This is an optimization exercise on Yosys and OpenROAD, whose aim is small area, a short achievable clock period and few clock cycles, not a production implementation. The RTL was checked by simulation tests, not by an equivalence proof against the original design.

<file path="flow/flow/run.sh">
#!/bin/bash
# The standard layout (the standard.sh: standard synthesis, floorplan,
# placement, CTS, routing), with one change: the buffer that ORFS puts on
# every input and output port is a buf_2 cell instead of the cell that
# buffer_ports picks by itself (a clkdlybuf4s50_1 delay buffer, which is
# larger and slower). Every port still gets its buffer.
set -o pipefail
export BUFFER_PORTS_ARGS="-buffer_cell sky130_fd_sc_hd__buf_2"
bash standard.sh 2>&1 | tee standard.log
</file>
<file path="flow/standard.sh">
#!/bin/bash
# synth_recipe.tcl (not shown) runs the flow's synth.tcl, then flattens the netlist and writes it again
# the make line also repeats each setting of config.mk as NAME=value (left out here)
make -C /OpenROAD-flow-scripts/flow DESIGN_CONFIG=/design/flow/config.mk WORK_HOME=/design/flow/orfs CLKGATE_MAP_FILE= SYNTH_SCRIPT=/design/flow/synth_recipe.tcl "${@:-finish}"
</file>
<file path="flow/config.mk">
export PLATFORM = sky130hd
export DESIGN_NAME = dwmac_lanes
export DESIGN_NICKNAME = dwmac_lanes
export VERILOG_FILES = /design/flow/design.v
export SDC_FILE = /design/flow/constraint.sdc
export NUM_CORES = 4
export LEC_CHECK = 0
export ABC_AREA = 1
export CAP_MARGIN = 20
export CORE_MARGIN = 2
export CORE_UTILIZATION = 40
export SLEW_MARGIN = 20
</file>
<file path="flow/constraint.sdc">
create_clock -name core_clock -period 27.0 [get_ports {clk}]
set_input_delay 5.4000 -clock core_clock [delete_from_list [all_inputs] [get_ports {clk}]]
set_output_delay 5.4000 -clock core_clock [all_outputs]
set_load 0.01 [all_outputs]
</file>
<file path="flow/design.v">
module dwmac_req (
    input  wire        clk,
    input  wire        rst,
    input  wire        in_v,
    input  wire        in_ph,    
    input  wire [1:0]  in_l,
    input  wire [31:0] t,
    input  wire [31:0] scale,
    input  wire [7:0]  zp,
    output wire        out_v,
    output wire [1:0]  out_l,
    output reg  [7:0]  q
);
    wire        st  = t[31];
    wire [31:0] mag = st ? (~t + 32'd1) : t;
    wire [4:0]  lz;
    dwmac_lzc32 u_lzc (.a(mag), .lz(lz));
    wire [31:0] nm  = mag << lz;
    wire        rnd = nm[7] & ((|nm[6:0]) | nm[8]);
    wire        tz     = (t == 32'd0);
    wire        ss     = scale[31];
    wire [7:0]  es     = scale[30:23];
    wire        s_max  = (es == 8'hff);
    wire        s_nan  = s_max && (scale[22:0] != 23'd0);
    wire        s_inf  = s_max && (scale[22:0] == 23'd0);
    wire        s_zero = (es == 8'h00);
    wire [26:0] bx = {2'b01, scale[22:0], 1'b0};
    wire [12:0] b_one, b_two, b_neg;
    genvar gi;
    generate
        for (gi = 0; gi < 13; gi = gi + 1) begin : be
            wire x2 = bx[2*gi+2];
            wire x1 = bx[2*gi+1];
            wire x0 = bx[2*gi];
            assign b_one[gi] = x1 ^ x0;
            assign b_two[gi] = (x2 & ~x1 & ~x0) | (~x2 & x1 & x0);
            assign b_neg[gi] = x2 & ~(x1 & x0);
        end
    endgenerate
    reg  [22:0] a1;
    reg  [23:0] rs1;                     
    reg  [6:0]  one1, two1, neg1;        
    reg         ph1;
    reg  [4:0]  lz1;
    reg  [7:0]  es1;
    reg         ps1, zero1, sat1, nan1, v1;
    reg  [1:0]  l1;
    reg  [7:0]  zp1;
    always @(posedge clk) begin
        a1    <= nm[30:8];
        rs1   <= {1'b1, scale[22:0]} & {24{rnd}};
        one1  <= in_ph ? b_one[12:6] : {1'b0, b_one[5:0]};
        two1  <= in_ph ? b_two[12:6] : {1'b0, b_two[5:0]};
        neg1  <= in_ph ? b_neg[12:6] : {1'b0, b_neg[5:0]};
        ph1   <= in_ph;
        lz1   <= lz;
        es1   <= es;
        ps1   <= st ^ ss;
        nan1  <= s_nan || (s_inf && tz);
        sat1  <= s_inf;
        zero1 <= tz || s_zero;
        l1    <= in_l;
        zp1   <= zp;
        v1    <= in_v && !rst;
    end
    wire [23:0] sa = {1'b1, a1};
    wire [8:0]  e1 = {1'b0, es1} + {4'd0, ~lz1};       
    wire [8:0]  kk = 9'd134 - e1;
    reg  [36:0] q0;
    wire [24:0] xrow = ph1 ? {~q0[36], q0[35:12]} : {1'b1, rs1};
    wire [36:0] ts, tc;
    wire [36:0] tw = ts + tc;
    dwmac_mul_tree u_mul (
        .sa  (sa),
        .x   (xrow),
        .one (one1),
        .two (two1),
        .neg (neg1),
        .s   (ts),
        .c   (tc)
    );
    reg  [47:22] p;
    reg         stk;                     
    reg  [3:0]  k2;
    reg         hugeA, hugeB, tinyA, tinyB;
    reg         ps2, zero2, sat2, nan2, v2;
    reg  [1:0]  l2;
    reg  [7:0]  zp2;
    always @(posedge clk) begin
        q0    <= tw;
        p     <= tw[35:10];
        stk   <= (|tw[9:0]) || (|q0[11:0]);
        k2    <= kk[3:0];
        hugeA <= (e1 >= 9'd135);
        hugeB <= (e1 == 9'd134);
        tinyA <= (e1 < 9'd125);
        tinyB <= (e1 == 9'd125);
        ps2   <= ps1;
        nan2  <= nan1;
        sat2  <= sat1;
        zero2 <= zero1;
        l2    <= l1;
        zp2   <= zp1;
        v2    <= v1 && ph1 && !rst;
    end
    wire        n     = p[47];
    wire        huge  = hugeA || (hugeB && n);
    wire        tiny  = tinyA || (tinyB && !n);
    wire        lsb24 = n ? p[24] : p[23];
    wire        rb24  = n ? p[23] : p[22];
    wire        stk24 = stk || (n && p[22]);
    wire        inc   = rb24 && (stk24 || lsb24);
    wire [56:0] wp    = {9'd0, p, 22'd0} >> k2;    
    wire [8:0]  ip    = wp[47:39];
    wire        hb    = wp[38];
    reg  [22:0] lm;                           
    integer     j;
    always @(*)
        for (j = 0; j < 23; j = j + 1)
            lm[j] = (j <= 13) || ({1'b0, k2} >= j - 13);
    wire        lnz   = (|(p[46:24] & lm)) || (!n && p[23]);
    wire        lall  = (&(p[46:24] | ~lm)) && (n || p[23]);
    wire        c     = inc && lall;
    wire        rbit  = c ? (hb || ip[0]) : (hb && (lnz || inc || ip[0]));
    wire signed [11:0] v = ps2 ? ($signed({4'd0, zp2}) - $signed({3'd0, ip}) - $signed({11'd0, rbit}))
                               : ($signed({4'd0, zp2}) + $signed({3'd0, ip}) + $signed({11'd0, rbit}));
    always @(*) begin
        if (nan2)
            q = 8'd0;
        else if (sat2)
            q = ps2 ? 8'd0 : 8'd255;
        else if (zero2 || tiny)
            q = zp2;
        else if (huge)
            q = ps2 ? 8'd0 : 8'd255;
        else if (v < 12'sd0)
            q = 8'd0;
        else if (v > 12'sd255)
            q = 8'd255;
        else
            q = v[7:0];
    end
    assign out_v = v2;
    assign out_l = l2;
endmodule
module dwmac_lzc32 (
    input  wire [31:0] a,
    output wire [4:0]  lz
);
    wire [15:0] z0;
    wire [15:0] c0;
    genvar i;
    generate
        for (i = 0; i < 16; i = i + 1) begin : l0
            assign z0[i] = !(a[2*i+1] | a[2*i]);
            assign c0[i] = !a[2*i+1];
        end
        for (i = 0; i < 8; i = i + 1) begin : l1
            wire [1:0] c;
            assign c = z0[2*i+1] ? {1'b1, c0[2*i]} : {1'b0, c0[2*i+1]};
        end
        for (i = 0; i < 4; i = i + 1) begin : l2
            wire [2:0] c;
            wire       zh = z0[4*i+3] & z0[4*i+2];
            assign c = zh ? {1'b1, l1[2*i].c} : {1'b0, l1[2*i+1].c};
        end
        for (i = 0; i < 2; i = i + 1) begin : l3
            wire [3:0] c;
            wire       zh = &z0[8*i+7 : 8*i+4];
            assign c = zh ? {1'b1, l2[2*i].c} : {1'b0, l2[2*i+1].c};
        end
    endgenerate
    wire zh4 = &z0[15:8];
    assign lz = zh4 ? {1'b1, l3[0].c} : {1'b0, l3[1].c};
endmodule
module dwmac_mul_tree (
    input  wire [23:0] sa,
    input  wire [24:0] x,
    input  wire [6:0]  one,
    input  wire [6:0]  two,
    input  wire [6:0]  neg,
    output wire [36:0] s,
    output wire [36:0] c
);
    wire [24:0] m0 = ({1'b0, sa} & {25{one[0]}}) | ({sa, 1'b0} & {25{two[0]}});
    wire [24:0] b0 = m0 ^ {25{neg[0]}};
    wire [24:0] m1 = ({1'b0, sa} & {25{one[1]}}) | ({sa, 1'b0} & {25{two[1]}});
    wire [24:0] b1 = m1 ^ {25{neg[1]}};
    wire [24:0] m2 = ({1'b0, sa} & {25{one[2]}}) | ({sa, 1'b0} & {25{two[2]}});
    wire [24:0] b2 = m2 ^ {25{neg[2]}};
    wire [24:0] m3 = ({1'b0, sa} & {25{one[3]}}) | ({sa, 1'b0} & {25{two[3]}});
    wire [24:0] b3 = m3 ^ {25{neg[3]}};
    wire [24:0] m4 = ({1'b0, sa} & {25{one[4]}}) | ({sa, 1'b0} & {25{two[4]}});
    wire [24:0] b4 = m4 ^ {25{neg[4]}};
    wire [24:0] m5 = ({1'b0, sa} & {25{one[5]}}) | ({sa, 1'b0} & {25{two[5]}});
    wire [24:0] b5 = m5 ^ {25{neg[5]}};
    wire [24:0] m6 = ({1'b0, sa} & {25{one[6]}}) | ({sa, 1'b0} & {25{two[6]}});
    wire [24:0] b6 = m6 ^ {25{neg[6]}};
    wire t1, t2, t3, t4, t5, t6, t7, t8, t9, t10, t11, t12, t13, t14, t15, t16, t17, t18, t19, t20, t21, t22, t23, t24, t25, t26, t27, t28, t29, t30, t31, t32, t33, t34, t35, t36, t37, t38, t39, t40, t41, t42, t43, t44, t45, t46, t47, t48, t49, t50, t51, t52, t53, t54, t55, t56, t57, t58, t59, t60, t61, t62, t63, t64, t65, t66, t67, t68, t69, t70, t71, t72, t73, t74, t75, t76, t77, t78, t79, t80, t81, t82, t83, t84, t85, t86, t87, t88, t89, t90, t91, t92, t93, t94, t95, t96, t97, t98, t99, t100, t101, t102, t103, t104, t105, t106, t107, t108, t109, t110, t111, t112, t113, t114, t115, t116, t117, t118, t119, t120, t121, t122, t123, t124, t125, t126, t127, t128, t129, t130, t131, t132, t133, t134, t135, t136, t137, t138, t139, t140, t141, t142, t143, t144, t145, t146, t147, t148, t149, t150, t151, t152, t153, t154, t155, t156, t157, t158, t159, t160, t161, t162, t163, t164, t165, t166, t167, t168, t169, t170, t171, t172, t173, t174, t175, t176, t177, t178, t179, t180, t181, t182, t183, t184, t185, t186, t187, t188, t189, t190, t191, t192, t193, t194, t195, t196, t197, t198, t199, t200, t201, t202, t203, t204, t205, t206, t207, t208, t209, t210, t211, t212, t213, t214, t215, t216, t217, t218, t219, t220, t221, t222, t223, t224, t225, t226, t227, t228, t229, t230, t231, t232, t233, t234, t235, t236, t237, t238, t239, t240, t241, t242, t243, t244, t245, t246, t247, t248, t249, t250, t251, t252, t253, t254, t255, t256, t257, t258, t259, t260, t261, t262, t263, t264, t265, t266, t267, t268, t269, t270, t271, t272, t273, t274, t275, t276, t277, t278, t279, t280, t281, t282, t283, t284, t285, t286, t287, t288, t289, t290, t291, t292, t293, t294, t295, t296, t297, t298, t299, t300, t301, t302, t303, t304, t305, t306, t307, t308, t309, t310, t311, t312, t313, t314, t315, t316, t317, t318, t319, t320, t321, t322, t323, t324, t325, t326;
    assign t1 = neg[4] ^ x[8];
    assign t2 = neg[4] & x[8];
    assign t3 = x[9] ^ b0[9];
    assign t4 = x[9] & b0[9];
    assign {t6, t5} = {1'b0, neg[5]} + {1'b0, x[10]} + {1'b0, b0[10]};
    assign t7 = b1[8] ^ b2[6];
    assign t8 = b1[8] & b2[6];
    assign {t10, t9} = {1'b0, x[11]} + {1'b0, b0[11]} + {1'b0, b1[9]};
    assign t11 = b2[7] ^ b3[5];
    assign t12 = b2[7] & b3[5];
    assign {t14, t13} = {1'b0, x[12]} + {1'b0, b0[12]} + {1'b0, b1[10]};
    assign {t16, t15} = {1'b0, b2[8]} + {1'b0, b3[6]} + {1'b0, b4[4]};
    assign {t18, t17} = {1'b0, x[13]} + {1'b0, b0[13]} + {1'b0, b1[11]};
    assign {t20, t19} = {1'b0, b2[9]} + {1'b0, b3[7]} + {1'b0, b4[5]};
    assign {t22, t21} = {1'b0, x[14]} + {1'b0, b0[14]} + {1'b0, b1[12]};
    assign {t24, t23} = {1'b0, b2[10]} + {1'b0, b3[8]} + {1'b0, b4[6]};
    assign {t26, t25} = {1'b0, x[15]} + {1'b0, b0[15]} + {1'b0, b1[13]};
    assign {t28, t27} = {1'b0, b2[11]} + {1'b0, b3[9]} + {1'b0, b4[7]};
    assign {t30, t29} = {1'b0, x[16]} + {1'b0, b0[16]} + {1'b0, b1[14]};
    assign {t32, t31} = {1'b0, b2[12]} + {1'b0, b3[10]} + {1'b0, b4[8]};
    assign {t34, t33} = {1'b0, x[17]} + {1'b0, b0[17]} + {1'b0, b1[15]};
    assign {t36, t35} = {1'b0, b2[13]} + {1'b0, b3[11]} + {1'b0, b4[9]};
    assign {t38, t37} = {1'b0, x[18]} + {1'b0, b0[18]} + {1'b0, b1[16]};
    assign {t40, t39} = {1'b0, b2[14]} + {1'b0, b3[12]} + {1'b0, b4[10]};
    assign {t42, t41} = {1'b0, x[19]} + {1'b0, b0[19]} + {1'b0, b1[17]};
    assign {t44, t43} = {1'b0, b2[15]} + {1'b0, b3[13]} + {1'b0, b4[11]};
    assign {t46, t45} = {1'b0, x[20]} + {1'b0, b0[20]} + {1'b0, b1[18]};
    assign {t48, t47} = {1'b0, b2[16]} + {1'b0, b3[14]} + {1'b0, b4[12]};
    assign {t50, t49} = {1'b0, x[21]} + {1'b0, b0[21]} + {1'b0, b1[19]};
    assign {t52, t51} = {1'b0, b2[17]} + {1'b0, b3[15]} + {1'b0, b4[13]};
    assign {t54, t53} = {1'b0, x[22]} + {1'b0, b0[22]} + {1'b0, b1[20]};
    assign {t56, t55} = {1'b0, b2[18]} + {1'b0, b3[16]} + {1'b0, b4[14]};
    assign {t58, t57} = {1'b0, x[23]} + {1'b0, b0[23]} + {1'b0, b1[21]};
    assign {t60, t59} = {1'b0, b2[19]} + {1'b0, b3[17]} + {1'b0, b4[15]};
    assign t61 = ~(x[24] ^ b0[24]);
    assign t62 = x[24] | b0[24];
    assign {t64, t63} = {1'b0, b1[22]} + {1'b0, b2[20]} + {1'b0, b3[18]};
    assign t65 = b4[16] ^ b5[14];
    assign t66 = b4[16] & b5[14];
    assign {t68, t67} = {1'b0, ~neg[0]} + {1'b0, b1[23]} + {1'b0, b2[21]};
    assign {t70, t69} = {1'b0, b3[19]} + {1'b0, b4[17]} + {1'b0, b5[15]};
    assign t71 = ~(b1[24] ^ b2[22]);
    assign t72 = b1[24] | b2[22];
    assign t73 = b3[20] ^ b4[18];
    assign t74 = b3[20] & b4[18];
    assign {t76, t75} = {1'b0, ~neg[1]} + {1'b0, b2[23]} + {1'b0, b3[21]};
    assign t77 = ~b2[24];
    assign t78 = b2[24];
    assign t79 = neg[2] ^ x[4];
    assign t80 = neg[2] & x[4];
    assign t81 = x[5] ^ b0[5];
    assign t82 = x[5] & b0[5];
    assign {t84, t83} = {1'b0, neg[3]} + {1'b0, x[6]} + {1'b0, b0[6]};
    assign t85 = b1[4] ^ b2[2];
    assign t86 = b1[4] & b2[2];
    assign {t88, t87} = {1'b0, x[7]} + {1'b0, b0[7]} + {1'b0, b1[5]};
    assign t89 = b2[3] ^ b3[1];
    assign t90 = b2[3] & b3[1];
    assign {t92, t91} = {1'b0, t1} + {1'b0, b0[8]} + {1'b0, b1[6]};
    assign {t94, t93} = {1'b0, b2[4]} + {1'b0, b3[2]} + {1'b0, b4[0]};
    assign {t96, t95} = {1'b0, t2} + {1'b0, b1[7]} + {1'b0, b2[5]};
    assign {t98, t97} = {1'b0, b3[3]} + {1'b0, b4[1]} + {1'b0, t3};
    assign {t100, t99} = {1'b0, b3[4]} + {1'b0, b4[2]} + {1'b0, b5[0]};
    assign {t102, t101} = {1'b0, t4} + {1'b0, t7} + {1'b0, t5};
    assign {t104, t103} = {1'b0, b4[3]} + {1'b0, b5[1]} + {1'b0, t8};
    assign {t106, t105} = {1'b0, t11} + {1'b0, t6} + {1'b0, t9};
    assign {t108, t107} = {1'b0, b5[2]} + {1'b0, b6[0]} + {1'b0, t12};
    assign {t110, t109} = {1'b0, t10} + {1'b0, t13} + {1'b0, t15};
    assign {t112, t111} = {1'b0, b5[3]} + {1'b0, b6[1]} + {1'b0, t14};
    assign {t114, t113} = {1'b0, t16} + {1'b0, t17} + {1'b0, t19};
    assign {t116, t115} = {1'b0, b5[4]} + {1'b0, b6[2]} + {1'b0, t18};
    assign {t118, t117} = {1'b0, t20} + {1'b0, t21} + {1'b0, t23};
    assign {t120, t119} = {1'b0, b5[5]} + {1'b0, b6[3]} + {1'b0, t22};
    assign {t122, t121} = {1'b0, t24} + {1'b0, t25} + {1'b0, t27};
    assign {t124, t123} = {1'b0, b5[6]} + {1'b0, b6[4]} + {1'b0, t26};
    assign {t126, t125} = {1'b0, t28} + {1'b0, t29} + {1'b0, t31};
    assign {t128, t127} = {1'b0, b5[7]} + {1'b0, b6[5]} + {1'b0, t30};
    assign {t130, t129} = {1'b0, t32} + {1'b0, t33} + {1'b0, t35};
    assign {t132, t131} = {1'b0, b5[8]} + {1'b0, b6[6]} + {1'b0, t34};
    assign {t134, t133} = {1'b0, t36} + {1'b0, t37} + {1'b0, t39};
    assign {t136, t135} = {1'b0, b5[9]} + {1'b0, b6[7]} + {1'b0, t38};
    assign {t138, t137} = {1'b0, t40} + {1'b0, t41} + {1'b0, t43};
    assign {t140, t139} = {1'b0, b5[10]} + {1'b0, b6[8]} + {1'b0, t42};
    assign {t142, t141} = {1'b0, t44} + {1'b0, t45} + {1'b0, t47};
    assign {t144, t143} = {1'b0, b5[11]} + {1'b0, b6[9]} + {1'b0, t46};
    assign {t146, t145} = {1'b0, t48} + {1'b0, t49} + {1'b0, t51};
    assign {t148, t147} = {1'b0, b5[12]} + {1'b0, b6[10]} + {1'b0, t50};
    assign {t150, t149} = {1'b0, t52} + {1'b0, t53} + {1'b0, t55};
    assign {t152, t151} = {1'b0, b5[13]} + {1'b0, b6[11]} + {1'b0, t54};
    assign {t154, t153} = {1'b0, t56} + {1'b0, t57} + {1'b0, t59};
    assign {t156, t155} = {1'b0, b6[12]} + {1'b0, t65} + {1'b0, t58};
    assign {t158, t157} = {1'b0, t60} + {1'b0, t61} + {1'b0, t63};
    assign {t160, t159} = {1'b0, b6[13]} + {1'b0, t66} + {1'b0, t62};
    assign {t162, t161} = {1'b0, t64} + {1'b0, t67} + {1'b0, t69};
    assign {t164, t163} = {1'b0, b5[16]} + {1'b0, b6[14]} + {1'b0, t73};
    assign {t166, t165} = {1'b0, t68} + {1'b0, t70} + {1'b0, t71};
    assign {t168, t167} = {1'b0, b4[19]} + {1'b0, b5[17]} + {1'b0, b6[15]};
    assign {t170, t169} = {1'b0, t74} + {1'b0, t72} + {1'b0, t75};
    assign {t172, t171} = {1'b0, b3[22]} + {1'b0, b4[20]} + {1'b0, b5[18]};
    assign {t174, t173} = {1'b0, b6[16]} + {1'b0, t77} + {1'b0, t76};
    assign {t176, t175} = {1'b0, ~neg[2]} + {1'b0, b3[23]} + {1'b0, b4[21]};
    assign {t178, t177} = {1'b0, b5[19]} + {1'b0, b6[17]} + {1'b0, t78};
    assign t179 = ~(b3[24] ^ b4[22]);
    assign t180 = b3[24] | b4[22];
    assign t181 = b5[20] ^ b6[18];
    assign t182 = b5[20] & b6[18];
    assign {t184, t183} = {1'b0, ~neg[3]} + {1'b0, b4[23]} + {1'b0, b5[21]};
    assign t185 = ~b4[24];
    assign t186 = b4[24];
    assign t187 = neg[1] ^ x[2];
    assign t188 = neg[1] & x[2];
    assign t189 = x[3] ^ b0[3];
    assign t190 = x[3] & b0[3];
    assign {t192, t191} = {1'b0, t79} + {1'b0, b0[4]} + {1'b0, b1[2]};
    assign {t194, t193} = {1'b0, t80} + {1'b0, b1[3]} + {1'b0, b2[1]};
    assign {t196, t195} = {1'b0, b3[0]} + {1'b0, t82} + {1'b0, t85};
    assign {t198, t197} = {1'b0, t86} + {1'b0, t89} + {1'b0, t84};
    assign {t200, t199} = {1'b0, t90} + {1'b0, t88} + {1'b0, t91};
    assign {t202, t201} = {1'b0, t92} + {1'b0, t94} + {1'b0, t95};
    assign {t204, t203} = {1'b0, t96} + {1'b0, t99} + {1'b0, t98};
    assign {t206, t205} = {1'b0, t100} + {1'b0, t103} + {1'b0, t102};
    assign {t208, t207} = {1'b0, t104} + {1'b0, t107} + {1'b0, t106};
    assign {t210, t209} = {1'b0, t108} + {1'b0, t110} + {1'b0, t111};
    assign {t212, t211} = {1'b0, t112} + {1'b0, t114} + {1'b0, t115};
    assign {t214, t213} = {1'b0, t116} + {1'b0, t118} + {1'b0, t119};
    assign {t216, t215} = {1'b0, t120} + {1'b0, t122} + {1'b0, t123};
    assign {t218, t217} = {1'b0, t124} + {1'b0, t126} + {1'b0, t127};
    assign {t220, t219} = {1'b0, t128} + {1'b0, t130} + {1'b0, t131};
    assign {t222, t221} = {1'b0, t132} + {1'b0, t134} + {1'b0, t135};
    assign {t224, t223} = {1'b0, t136} + {1'b0, t138} + {1'b0, t139};
    assign {t226, t225} = {1'b0, t140} + {1'b0, t142} + {1'b0, t143};
    assign {t228, t227} = {1'b0, t144} + {1'b0, t146} + {1'b0, t147};
    assign {t230, t229} = {1'b0, t148} + {1'b0, t150} + {1'b0, t151};
    assign {t232, t231} = {1'b0, t152} + {1'b0, t154} + {1'b0, t155};
    assign {t234, t233} = {1'b0, t156} + {1'b0, t158} + {1'b0, t159};
    assign {t236, t235} = {1'b0, t163} + {1'b0, t160} + {1'b0, t162};
    assign {t238, t237} = {1'b0, t167} + {1'b0, t164} + {1'b0, t166};
    assign {t240, t239} = {1'b0, t168} + {1'b0, t171} + {1'b0, t170};
    assign {t242, t241} = {1'b0, t172} + {1'b0, t175} + {1'b0, t177};
    assign {t244, t243} = {1'b0, t181} + {1'b0, t176} + {1'b0, t179};
    assign {t246, t245} = {1'b0, b6[19]} + {1'b0, t182} + {1'b0, t180};
    assign {t248, t247} = {1'b0, b5[22]} + {1'b0, b6[20]} + {1'b0, t185};
    assign {t250, t249} = {1'b0, ~neg[4]} + {1'b0, b5[23]} + {1'b0, b6[21]};
    assign t251 = ~b5[24];
    assign t252 = b5[24];
    assign t253 = neg[0] ^ x[0];
    assign t254 = neg[0] & x[0];
    assign t255 = x[1] ^ b0[1];
    assign t256 = x[1] & b0[1];
    assign {t258, t257} = {1'b0, t187} + {1'b0, b0[2]} + {1'b0, b1[0]};
    assign {t260, t259} = {1'b0, t188} + {1'b0, b1[1]} + {1'b0, t189};
    assign {t262, t261} = {1'b0, b2[0]} + {1'b0, t190} + {1'b0, t191};
    assign {t264, t263} = {1'b0, t81} + {1'b0, t192} + {1'b0, t193};
    assign {t266, t265} = {1'b0, t194} + {1'b0, t83} + {1'b0, t195};
    assign {t268, t267} = {1'b0, t87} + {1'b0, t196} + {1'b0, t197};
    assign {t270, t269} = {1'b0, t93} + {1'b0, t198} + {1'b0, t199};
    assign {t272, t271} = {1'b0, t97} + {1'b0, t200} + {1'b0, t201};
    assign {t274, t273} = {1'b0, t202} + {1'b0, t101} + {1'b0, t203};
    assign {t276, t275} = {1'b0, t105} + {1'b0, t204} + {1'b0, t205};
    assign {t278, t277} = {1'b0, t109} + {1'b0, t206} + {1'b0, t207};
    assign {t280, t279} = {1'b0, t113} + {1'b0, t208} + {1'b0, t209};
    assign {t282, t281} = {1'b0, t117} + {1'b0, t210} + {1'b0, t211};
    assign {t284, t283} = {1'b0, t121} + {1'b0, t212} + {1'b0, t213};
    assign {t286, t285} = {1'b0, t125} + {1'b0, t214} + {1'b0, t215};
    assign {t288, t287} = {1'b0, t129} + {1'b0, t216} + {1'b0, t217};
    assign {t290, t289} = {1'b0, t133} + {1'b0, t218} + {1'b0, t219};
    assign {t292, t291} = {1'b0, t137} + {1'b0, t220} + {1'b0, t221};
    assign {t294, t293} = {1'b0, t141} + {1'b0, t222} + {1'b0, t223};
    assign {t296, t295} = {1'b0, t145} + {1'b0, t224} + {1'b0, t225};
    assign {t298, t297} = {1'b0, t149} + {1'b0, t226} + {1'b0, t227};
    assign {t300, t299} = {1'b0, t153} + {1'b0, t228} + {1'b0, t229};
    assign {t302, t301} = {1'b0, t157} + {1'b0, t230} + {1'b0, t231};
    assign {t304, t303} = {1'b0, t161} + {1'b0, t232} + {1'b0, t233};
    assign {t306, t305} = {1'b0, t165} + {1'b0, t234} + {1'b0, t235};
    assign {t308, t307} = {1'b0, t169} + {1'b0, t236} + {1'b0, t237};
    assign {t310, t309} = {1'b0, t173} + {1'b0, t238} + {1'b0, t239};
    assign {t312, t311} = {1'b0, t174} + {1'b0, t241} + {1'b0, t240};
    assign {t314, t313} = {1'b0, t178} + {1'b0, t243} + {1'b0, t242};
    assign {t316, t315} = {1'b0, t183} + {1'b0, t244} + {1'b0, t245};
    assign {t318, t317} = {1'b0, t184} + {1'b0, t247} + {1'b0, t246};
    assign {t320, t319} = {1'b0, t186} + {1'b0, t249} + {1'b0, t248};
    assign {t322, t321} = {1'b0, b6[22]} + {1'b0, t251} + {1'b0, t250};
    assign {t324, t323} = {1'b0, ~neg[5]} + {1'b0, b6[23]} + {1'b0, t252};
    assign t325 = ~b6[24];
    assign t326 = b6[24];
    assign s = {t324, t322, t320, t318, t316, t314, t312, t310, t308, t306, t304, t302, t300, t298, t296, t294, t292, t290, t288, t286, t284, t282, t280, t278, t276, t274, t272, t270, t268, t266, t264, t262, t260, t258, t256, t254, t253};
    assign c = {t325, t323, t321, t319, t317, t315, t313, t311, t309, t307, t305, t303, t301, t299, t297, t295, t293, t291, t289, t287, t285, t283, t281, t279, t277, t275, t273, t271, t269, t267, t265, t263, t261, t259, t257, t255, b0[0]};
endmodule
module dwmac_lanes (
    input  wire          clk,
    input  wire          rst,
    input  wire          in_valid,
    output wire          in_ready,
    input  wire          in_last,
    input  wire [31:0]   in_src,      
    input  wire [31:0]   in_wt,       
    input  wire [127:0]  in_bias,     
    input  wire [127:0]  in_scale,    
    input  wire [7:0]    in_zp,       
    output reg           out_valid,
    input  wire          out_ready,
    output reg  [31:0]   out_data     
);
    localparam W = 4;
    reg         rdy;
    assign in_ready = rdy;
    reg         rst_q;
    always @(posedge clk)
        rst_q <= rst;
    wire fire = in_valid && rdy;
    reg         x_lv;        
    reg         x_wait;      
    reg         a_full;      
    reg         a_iss;       
    reg  [1:0]  lane;        
    reg         ph;          
    reg  [1:0]  npx;         
    wire x_px    = x_lv || x_wait;           
    wire a_last  = a_iss && lane == 2'd3 && ph;
    wire a_free  = !a_full || a_last;
    wire move    = x_px && a_free;
    wire hold    = x_px && !a_free;
    wire deliver = out_valid && out_ready;
    wire start   = a_full && !a_iss && (npx - {1'b0, deliver} < 2'd2);
    wire issue   = start || a_iss;
    wire a_full_n = move || (a_full && !a_last);
    wire a_iss_n  = issue && !(lane == 2'd3 && ph);
    wire [1:0] lane_n = (issue && ph) ? lane + 2'd1 : lane;
    wire ph_n     = issue ? !ph : ph;
    wire a_free_n = !a_full_n || (a_iss_n && lane_n == 2'd3 && ph_n);
    wire x_px_n   = (fire && in_last) || hold;
    always @(posedge clk) begin
        if (rst) begin
            rdy    <= 1'b1;
            x_lv   <= 1'b0;
            x_wait <= 1'b0;
            a_full <= 1'b0;
            a_iss  <= 1'b0;
            lane   <= 2'd0;
            ph     <= 1'b0;
        end else begin
            rdy    <= !(x_px_n && !a_free_n);
            x_lv   <= fire && in_last;
            x_wait <= hold;
            a_full <= a_full_n;
            a_iss  <= a_iss_n;
            lane   <= lane_n;
            ph     <= ph_n;
        end
    end
    reg  [31:0] x_src;
    reg  [31:0] x_wt;
    reg  [7:0]  x_zp;
    reg  [7:0]  a_zp;
    always @(posedge clk) begin
        x_src <= in_src & {32{fire}};
        x_wt  <= in_wt;
        if (!hold)
            x_zp <= in_zp;
        if (move)
            a_zp <= x_zp;
    end
    reg  [31:0] acc   [0:W-1];
    reg  [31:0] x_b   [0:W-1];       
    reg  [31:0] x_sc  [0:W-1];
    reg  [31:0] a_t   [0:W-1];
    reg  [31:0] a_sc  [0:W-1];
    genvar g;
    generate
        for (g = 0; g < W; g = g + 1) begin : lane_g
            wire [31:0] sum;
            dwmac_mac u_mac (
                .acc  (acc[g]),
                .src  (x_src[8*g +: 8]),
                .wt   (x_wt[8*g +: 8]),
                .bias (x_b[g]),
                .sum  (sum)
            );
            always @(posedge clk) begin
                if (rst_q || move)
                    acc[g] <= 32'd0;
                else
                    acc[g] <= sum;
                x_b[g] <= in_bias[32*g +: 32] & {32{fire && in_last}};
                if (!hold)
                    x_sc[g] <= in_scale[32*g +: 32];
                if (move) begin
                    a_t[g]  <= sum;
                    a_sc[g] <= x_sc[g];
                end
            end
        end
    endgenerate
    wire [7:0]  q;
    wire        q_v;
    wire [1:0]  q_l;
    dwmac_req u_req (
        .clk   (clk),
        .rst   (rst),
        .in_v  (issue),
        .in_ph (ph),
        .in_l  (lane),
        .t     (a_t[lane]),
        .scale (a_sc[lane]),
        .zp    (a_zp),
        .out_v (q_v),
        .out_l (q_l),
        .q     (q)
    );
    reg  [31:0] stg;
    reg         stg_full;
    wire        xfer = stg_full && (!out_valid || out_ready);
    always @(posedge clk) begin
        if (rst) begin
            npx       <= 2'd0;
            stg_full  <= 1'b0;
            out_valid <= 1'b0;
        end else begin
            npx <= npx + {1'b0, start} - {1'b0, deliver};
            if (q_v && q_l == 2'd3)
                stg_full <= 1'b1;
            else if (xfer)
                stg_full <= 1'b0;
            if (xfer)
                out_valid <= 1'b1;
            else if (out_ready)
                out_valid <= 1'b0;
        end
    end
    integer i;
    always @(posedge clk) begin
        for (i = 0; i < W; i = i + 1)
            if (q_v && q_l == i[1:0])
                stg[8*i +: 8] <= q;
        if (xfer)
            out_data <= stg;
    end
endmodule
module dwmac_mac (
    input  wire [31:0] acc,
    input  wire [7:0]  src,
    input  wire [7:0]  wt,
    input  wire [31:0] bias,
    output wire [31:0] sum
);
    wire [31:0] s, c;
    dwmac_mac_tree u_tree (.acc(acc), .src(src), .wt(wt), .bias(bias), .s(s), .c(c));
    assign sum = s + c;
endmodule
module dwmac_mac_tree (
    input  wire [31:0] acc,
    input  wire [7:0]  src,
    input  wire [7:0]  wt,
    input  wire [31:0] bias,
    output wire [31:0] s,
    output wire [31:0] c
);
    wire t1, t2, t3, t4, t5, t6, t7, t8, t9, t10, t11, t12, t13, t14, t15, t16, t17, t18, t19, t20, t21, t22, t23, t24, t25, t26, t27, t28, t29, t30, t31, t32, t33, t34, t35, t36, t37, t38, t39, t40, t41, t42, t43, t44, t45, t46, t47, t48, t49, t50, t51, t52, t53, t54, t55, t56, t57, t58, t59, t60, t61, t62, t63, t64, t65, t66, t67, t68, t69, t70, t71, t72, t73, t74, t75, t76, t77, t78, t79, t80, t81, t82, t83, t84, t85, t86, t87, t88, t89, t90, t91, t92, t93, t94, t95, t96, t97, t98, t99, t100, t101, t102, t103, t104, t105, t106, t107, t108, t109, t110, t111, t112, t113, t114, t115, t116, t117, t118, t119, t120, t121, t122, t123, t124, t125, t126, t127, t128, t129, t130, t131, t132, t133, t134, t135, t136, t137, t138, t139, t140, t141, t142, t143, t144, t145, t146, t147, t148, t149, t150, t151, t152, t153, t154, t155, t156, t157, t158, t159, t160, t161, t162, t163, t164, t165, t166, t167, t168, t169, t170, t171, t172, t173, t174, t175, t176, t177, t178, t179, t180, t181, t182, t183, t184, t185, t186, t187, t188, t189, t190, t191, t192, t193, t194, t195, t196, t197, t198, t199, t200, t201, t202, t203, t204, t205, t206, t207, t208, t209, t210;
    assign t1 = ~(acc[7] ^ (src[1] & wt[6]));
    assign t2 = acc[7] | (src[1] & wt[6]);
    assign t3 = acc[8] ^ (src[2] & wt[6]);
    assign t4 = acc[8] & (src[2] & wt[6]);
    assign t5 = acc[4] ^ (src[0] & wt[4]);
    assign t6 = acc[4] & (src[0] & wt[4]);
    assign {t8, t7} = {1'b0, acc[5]} + {1'b0, (src[0] & wt[5])} + {1'b0, (src[1] & wt[4])};
    assign t9 = (src[2] & wt[3]) ^ (src[3] & wt[2]);
    assign t10 = (src[2] & wt[3]) & (src[3] & wt[2]);
    assign {t12, t11} = {1'b0, acc[6]} + {1'b0, (src[0] & wt[6])} + {1'b0, (src[1] & wt[5])};
    assign {t14, t13} = {1'b0, (src[2] & wt[4])} + {1'b0, (src[3] & wt[3])} + {1'b0, (src[4] & wt[2])};
    assign t15 = (src[5] & wt[1]) ^ (src[6] & wt[0]);
    assign t16 = (src[5] & wt[1]) & (src[6] & wt[0]);
    assign {t18, t17} = {1'b0, (src[2] & wt[5])} + {1'b0, (src[3] & wt[4])} + {1'b0, (src[4] & wt[3])};
    assign {t20, t19} = {1'b0, (src[5] & wt[2])} + {1'b0, (src[6] & wt[1])} + {1'b0, (src[7] & wt[0])};
    assign {t22, t21} = {1'b0, ~(src[0] & wt[7])} + {1'b0, t1} + {1'b0, bias[7]};
    assign {t24, t23} = {1'b0, (src[3] & wt[5])} + {1'b0, (src[4] & wt[4])} + {1'b0, (src[5] & wt[3])};
    assign {t26, t25} = {1'b0, (src[6] & wt[2])} + {1'b0, (src[7] & wt[1])} + {1'b0, ~(src[1] & wt[7])};
    assign {t28, t27} = {1'b0, t3} + {1'b0, t2} + {1'b0, bias[8]};
    assign {t30, t29} = {1'b0, acc[9]} + {1'b0, (src[3] & wt[6])} + {1'b0, (src[4] & wt[5])};
    assign {t32, t31} = {1'b0, (src[5] & wt[4])} + {1'b0, (src[6] & wt[3])} + {1'b0, (src[7] & wt[2])};
    assign {t34, t33} = {1'b0, ~(src[2] & wt[7])} + {1'b0, t4} + {1'b0, bias[9]};
    assign {t36, t35} = {1'b0, acc[10]} + {1'b0, (src[4] & wt[6])} + {1'b0, (src[5] & wt[5])};
    assign {t38, t37} = {1'b0, (src[6] & wt[4])} + {1'b0, (src[7] & wt[3])} + {1'b0, ~(src[3] & wt[7])};
    assign {t40, t39} = {1'b0, acc[11]} + {1'b0, (src[5] & wt[6])} + {1'b0, (src[6] & wt[5])};
    assign t41 = acc[2] ^ (src[0] & wt[2]);
    assign t42 = acc[2] & (src[0] & wt[2]);
    assign {t44, t43} = {1'b0, acc[3]} + {1'b0, (src[0] & wt[3])} + {1'b0, (src[1] & wt[2])};
    assign t45 = (src[2] & wt[1]) ^ (src[3] & wt[0]);
    assign t46 = (src[2] & wt[1]) & (src[3] & wt[0]);
    assign {t48, t47} = {1'b0, (src[1] & wt[3])} + {1'b0, (src[2] & wt[2])} + {1'b0, (src[3] & wt[1])};
    assign {t50, t49} = {1'b0, (src[4] & wt[0])} + {1'b0, t5} + {1'b0, bias[4]};
    assign {t52, t51} = {1'b0, (src[4] & wt[1])} + {1'b0, (src[5] & wt[0])} + {1'b0, t6};
    assign {t54, t53} = {1'b0, t9} + {1'b0, t7} + {1'b0, bias[5]};
    assign {t56, t55} = {1'b0, t10} + {1'b0, t15} + {1'b0, t8};
    assign {t58, t57} = {1'b0, t11} + {1'b0, t13} + {1'b0, bias[6]};
    assign {t60, t59} = {1'b0, t16} + {1'b0, t12} + {1'b0, t14};
    assign {t62, t61} = {1'b0, t17} + {1'b0, t19} + {1'b0, t21};
    assign {t64, t63} = {1'b0, t18} + {1'b0, t20} + {1'b0, t23};
    assign {t66, t65} = {1'b0, t25} + {1'b0, t22} + {1'b0, t27};
    assign {t68, t67} = {1'b0, t24} + {1'b0, t26} + {1'b0, t29};
    assign {t70, t69} = {1'b0, t31} + {1'b0, t28} + {1'b0, t33};
    assign {t72, t71} = {1'b0, t30} + {1'b0, t32} + {1'b0, t35};
    assign {t74, t73} = {1'b0, t37} + {1'b0, bias[10]} + {1'b0, t34};
    assign {t76, t75} = {1'b0, (src[7] & wt[4])} + {1'b0, ~(src[4] & wt[7])} + {1'b0, t36};
    assign {t78, t77} = {1'b0, t38} + {1'b0, t39} + {1'b0, bias[11]};
    assign {t80, t79} = {1'b0, acc[12]} + {1'b0, (src[6] & wt[6])} + {1'b0, (src[7] & wt[5])};
    assign {t82, t81} = {1'b0, ~(src[5] & wt[7])} + {1'b0, t40} + {1'b0, bias[12]};
    assign {t84, t83} = {1'b0, acc[13]} + {1'b0, (src[7] & wt[6])} + {1'b0, ~(src[6] & wt[7])};
    assign t85 = acc[1] ^ (src[0] & wt[1]);
    assign t86 = acc[1] & (src[0] & wt[1]);
    assign {t88, t87} = {1'b0, (src[1] & wt[1])} + {1'b0, (src[2] & wt[0])} + {1'b0, t41};
    assign {t90, t89} = {1'b0, t42} + {1'b0, t45} + {1'b0, t43};
    assign {t92, t91} = {1'b0, t46} + {1'b0, t44} + {1'b0, t47};
    assign {t94, t93} = {1'b0, t48} + {1'b0, t51} + {1'b0, t50};
    assign {t96, t95} = {1'b0, t52} + {1'b0, t55} + {1'b0, t54};
    assign {t98, t97} = {1'b0, t56} + {1'b0, t59} + {1'b0, t58};
    assign {t100, t99} = {1'b0, t60} + {1'b0, t63} + {1'b0, t62};
    assign {t102, t101} = {1'b0, t64} + {1'b0, t67} + {1'b0, t66};
    assign {t104, t103} = {1'b0, t68} + {1'b0, t71} + {1'b0, t70};
    assign {t106, t105} = {1'b0, t72} + {1'b0, t75} + {1'b0, t77};
    assign {t108, t107} = {1'b0, t79} + {1'b0, t76} + {1'b0, t78};
    assign {t110, t109} = {1'b0, t80} + {1'b0, t83} + {1'b0, bias[13]};
    assign {t112, t111} = {1'b0, acc[14]} + {1'b0, ~(src[7] & wt[7])} + {1'b0, t84};
    assign t113 = ~acc[15];
    assign t114 = acc[15];
    assign t115 = ~acc[16];
    assign t116 = acc[16];
    assign t117 = ~acc[17];
    assign t118 = acc[17];
    assign t119 = ~acc[18];
    assign t120 = acc[18];
    assign t121 = ~acc[19];
    assign t122 = acc[19];
    assign t123 = ~acc[20];
    assign t124 = acc[20];
    assign t125 = ~acc[21];
    assign t126 = acc[21];
    assign t127 = ~acc[22];
    assign t128 = acc[22];
    assign t129 = ~acc[23];
    assign t130 = acc[23];
    assign t131 = ~acc[24];
    assign t132 = acc[24];
    assign t133 = ~acc[25];
    assign t134 = acc[25];
    assign t135 = ~acc[26];
    assign t136 = acc[26];
    assign t137 = ~acc[27];
    assign t138 = acc[27];
    assign t139 = ~acc[28];
    assign t140 = acc[28];
    assign t141 = ~acc[29];
    assign t142 = acc[29];
    assign t143 = ~acc[30];
    assign t144 = acc[30];
    assign t145 = ~acc[31];
    assign t146 = acc[31];
    assign t147 = acc[0] ^ (src[0] & wt[0]);
    assign t148 = acc[0] & (src[0] & wt[0]);
    assign {t150, t149} = {1'b0, (src[1] & wt[0])} + {1'b0, t85} + {1'b0, bias[1]};
    assign {t152, t151} = {1'b0, t86} + {1'b0, t87} + {1'b0, bias[2]};
    assign {t154, t153} = {1'b0, t88} + {1'b0, bias[3]} + {1'b0, t89};
    assign {t156, t155} = {1'b0, t90} + {1'b0, t91} + {1'b0, t49};
    assign {t158, t157} = {1'b0, t92} + {1'b0, t53} + {1'b0, t93};
    assign {t160, t159} = {1'b0, t57} + {1'b0, t94} + {1'b0, t95};
    assign {t162, t161} = {1'b0, t96} + {1'b0, t97} + {1'b0, t61};
    assign {t164, t163} = {1'b0, t98} + {1'b0, t65} + {1'b0, t99};
    assign {t166, t165} = {1'b0, t69} + {1'b0, t100} + {1'b0, t101};
    assign {t168, t167} = {1'b0, t73} + {1'b0, t102} + {1'b0, t103};
    assign {t170, t169} = {1'b0, t74} + {1'b0, t105} + {1'b0, t104};
    assign {t172, t171} = {1'b0, t81} + {1'b0, t106} + {1'b0, t107};
    assign {t174, t173} = {1'b0, t82} + {1'b0, t109} + {1'b0, t108};
    assign {t176, t175} = {1'b0, bias[14]} + {1'b0, t111} + {1'b0, t110};
    assign {t178, t177} = {1'b0, t113} + {1'b0, t112} + {1'b0, bias[15]};
    assign {t180, t179} = {1'b0, t114} + {1'b0, t115} + {1'b0, bias[16]};
    assign {t182, t181} = {1'b0, t116} + {1'b0, t117} + {1'b0, bias[17]};
    assign {t184, t183} = {1'b0, t118} + {1'b0, t119} + {1'b0, bias[18]};
    assign {t186, t185} = {1'b0, t120} + {1'b0, t121} + {1'b0, bias[19]};
    assign {t188, t187} = {1'b0, t122} + {1'b0, t123} + {1'b0, bias[20]};
    assign {t190, t189} = {1'b0, t124} + {1'b0, t125} + {1'b0, bias[21]};
    assign {t192, t191} = {1'b0, t126} + {1'b0, t127} + {1'b0, bias[22]};
    assign {t194, t193} = {1'b0, t128} + {1'b0, t129} + {1'b0, bias[23]};
    assign {t196, t195} = {1'b0, t130} + {1'b0, t131} + {1'b0, bias[24]};
    assign {t198, t197} = {1'b0, t132} + {1'b0, t133} + {1'b0, bias[25]};
    assign {t200, t199} = {1'b0, t134} + {1'b0, t135} + {1'b0, bias[26]};
    assign {t202, t201} = {1'b0, t136} + {1'b0, t137} + {1'b0, bias[27]};
    assign {t204, t203} = {1'b0, t138} + {1'b0, t139} + {1'b0, bias[28]};
    assign {t206, t205} = {1'b0, t140} + {1'b0, t141} + {1'b0, bias[29]};
    assign {t208, t207} = {1'b0, t142} + {1'b0, t143} + {1'b0, bias[30]};
    assign {t210, t209} = {1'b0, t144} + {1'b0, t145} + {1'b0, bias[31]};
    assign s = {t208, t206, t204, t202, t200, t198, t196, t194, t192, t190, t188, t186, t184, t182, t180, t178, t176, t174, t172, t170, t168, t166, t164, t162, t160, t158, t156, t154, t152, t150, t148, t147};
    assign c = {t209, t207, t205, t203, t201, t199, t197, t195, t193, t191, t189, t187, t185, t183, t181, t179, t177, t175, t173, t171, t169, t167, t165, t163, t161, t159, t157, t155, t153, t151, t149, bias[0]};
endmodule
</file>
==> out/metrics.cfg <==
[run_status]
run_status = no timing/DRC/antenna violations

[sta]
report.final.setup_viol = 0
worst_pin_slew_ns = 1.07
post-route-worst-setup-slack_ns = 19.87
final.setup.tns_ns = 0
final_number_of_hold_violating_endpoints = 0
worst_slew_margin_rel = 0.288
clock-skew-final_ns = 0.0807
unrepaired_setup_endpoints_after_global_routing = false
timing.final.crit_period_ns = 7.13
period_share = 0.264
slew_viol_final = 0
fmax_ghz = 0.140

[routing]
wl_per_cell_um = 17.3
antenna_left = 0
remaining_drcs = 0
drt_first_pass_iters = 5
drt-total-wl_um = 150000
detailroute.via_count = 41800
route.detailed.vias_per_inst = 4.81
dr.first_iter.drc_count = 2701

[die]
die_ht_um = 387
rows = 140
boundaryPins = 367
die_width_um = 387
die_area_sq_mm = 0.150
coreArea_sq_mm = 0.146
floorplan.initialDensity = 0.403

[synth]
post-synth-top-area-cell = edfxtp_1
synthArstFlopShare = 0
synth_edf_count = 464
postSynthAreaPerCell_sq_um = 9.13
synth-seq-cells = 952
synthTopCellsByArea = edfxtp_1 (24%), dfxtp_1 (17%), fa_1 (16%)
synth.cells.most_frequent = inv_1 (1,362), nand2_1 (1,139), nor2_1 (526)
synth_cells = 6424
synth.lib_cells_used.distinct = 69
synth.yosys.warnings = 12
yosys.area.top_type_share = 0.237
synth.net_count = 7480
yosys_most_used_dff = dfxtp_1
synth_area_sq_mm = 0.0587
synth_most_common_cell = inv_1
synth_sequential_area_ratio = 0.404

[clocking]
clock_path_buffers = 3
clkSinkCount = 952
cts.reportedPaths.clkPinSlew_ns = 0.06
post-cts-setup-buffer-count = 0
cts-buffers-inserted = 103
htree_levels = 3
cts_hold_repair.buffers = 0
cts_tree = yes
postCtsResizedCells = 0
clock_insertion_delay_worst_skew_ns = 0.77
ctsRootBufferMaster = clkbuf_16

[finish]
finish.net_count = 7742
drive_above_1_share = 0.103
final-instance-count-excl-fill = 8696
syn_to_final_growth_pct = 12.0
nFillCells = 14000

[critical_path]
critical_path.endpoint_type = register
crit_type = register to register
regToRegStartpoint = u_req.neg1[0]
critPathMostFrequentCell = nand2_1
flop2flop_setup_slack_ns = 19.87
sort_of_element_at_the_start_of_the_critical_path = register
slowest_stage = clkinv_1
timing.critical_path.fanout_max = 14
ff2ff_path_depth = 28
arrival_time_reported_for_the_critical_path_endpoint_ns = 7.78
timing.critical_path.slowest_cell_delay_ns = 0.92
reg2reg_end = u_req.q0[36]
critical_path_required_ns = 27.65

[min_path]
worstHoldPathCells = 0
worstHoldEndpoint = u_req.zp2[3]
hold_path.class = register to register
holdCritStartpoint = u_req.zp1[3]

[place]
place_worst_setup_slack_ns = 19.75
buffer_ports.inserted = 366
dpl.hpwl_um = 116000
globalplace.congestion = 0.932
placed_cells_incl_taps = 8497

[grt]
grt_max_degree = 187
globalRouteMet3Util = 0.0264
grt-ovfl-total = 0
globalRouteMet2Util = 0.343
most_congested_layer_reported_by_global_routing = met2
grt_first_pass_wirelength_um = 237000
grt_antenna_before_repair = 5
grt_pass1_vias = 42500
total_grt_usage = 0.201
use_met1 = 0.267

[run]
max-cap-violations = 0

[worst max-delay path: cells and delay by family (launching register included)]
kind | cells | cell delay, ns
flops | 1 | 0.85
xor+xnor | 2 | 0.52
simple gates | 11 | 1.13
compound gates | 6 | 1.25
buf+inv | 4 | 1.13
fa+ha+maj | 5 | 2.11
[worst max path at each step]
stage	from	end	slack (ns)	cells past startpoint
5_1_grt	u_req.neg1[0]	u_req.q0[36]	19.38	29
2_1_floorplan	lane[0]	acc[1][22]	12.73	12
3_5_place_dp	in_valid	x_b[1][21]	19.75	4
4_1_cts	rdy	in_ready	19.92	1
3_3_place_gp	in_valid	x_b[1][9]	19.80	4
6_report	u_req.neg1[0]	u_req.q0[36]	19.87	28
[logic make-up (layout without fill, tap and decap cells)]
family | count (synthesis) | count (layout) | synth area share
compound gates | 774 | 774 | 0.0800
xor+xnor | 347 | 347 | 0.0518
fa+ha+maj | 723 | 723 | 0.213
buf+inv | 1620 | 1973 | 0.107
flops | 952 | 952 | 0.404
mux | 9 | 9 | 0.00154
other cells | 0 | 2 | 0
simple gates | 1999 | 1999 | 0.142
[placed cells by master, fill, tap and decap left out, drive strengths merged, types with 153 or more instances in the layout]
| master | Yosys | routed |
|---|---|---|
| edfxtp | 464 | 464 |
| nand3 | 153 | 153 |
| a21oi | 222 | 222 |
| nor2 | 567 | 567 |
| buf | 69 | 396 |
| ha | 263 | 263 |
| o21ai | 196 | 196 |
| fa | 460 | 460 |
| xor2 | 265 | 265 |
| o22ai | 169 | 169 |
| nand2 | 1169 | 1169 |
| dfxtp | 488 | 488 |
| inv | 1377 | 1383 |
[area by class of cell]
| class | instances | area, sq um | share of cell area |
|---|---|---|---|
| clock inverters | 68 | 802 | 0.0122 |
| flip-flops and latches | 952 | 23700 | 0.361 |
| well taps | 1917 | 2400 | 0.0365 |
| repair buffers | 396 | 2090 | 0.0318 |
| diodes | 2 | 5.00 | 0.0000762 |
| multi-input cells | 3852 | 28700 | 0.437 |
| inverters | 1381 | 5190 | 0.0790 |
| clock buffers | 128 | 2760 | 0.0421 |
[metal layers]
layer | up-vias | share of wire
li1 | 20500 | -
met1 | 20100 | 0.44
met2 | 1003 | 0.48
met3 | 183 | 0.049
met4 | 2 | 0.025
met5 | - | 0.00013
[registers in the layout, summed over array words and instances, names as in the netlist, 12 cells and up]
name,cells
a_t,128
x_src,32
stg,32
x_wt,32
a_sc,128
u_req.a1,23
u_req.q0,12
acc,128
out_data,32
u_req.p,25
x_sc,128
u_req.rs1,24
x_b,128
[metrics by stage]
step	hold slack (ns)	area, sq um	util
floorplan	0.310	58700	-
global placement	0.310	62100	0.427
detailed placement	0.312	62100	0.427
CTS	0.326	65700	0.451
global route	0.329	65700	0.451
finish	0.325	65700	0.451
Testbench counts, summed over its fixed seeds: cycles 34,079.

[what the ideal ports hide]
In the flow no input, the clock included, has a driving cell. The finished layout below was timed again as built, in two steps. Step 1 assumes that a clkbuf_16 drives the clock port and a buf_2 every other input. Step 2 moves the port delays by t, midway between the first and last clock arrival at a register: inputs arrive t later, outputs are due t later. That takes back most of the time a late clock gives input paths. Slacks: ideal / step 1 / step 2; pairs: ideal / step 1.
t, ns: 0.807
setup WS [ns]: 19.868 / 19.868 / 19.718
hold slack, ns: 0.325 / 0.325 / 0.325
worst setup path after step 2: input to register
clock arrival spread, ns: 0.084 / 0.084
After both steps setup and hold are still met in this run. The setup slack of this run moves by 0.000 ns with the drivers and by -0.150 ns with both steps.
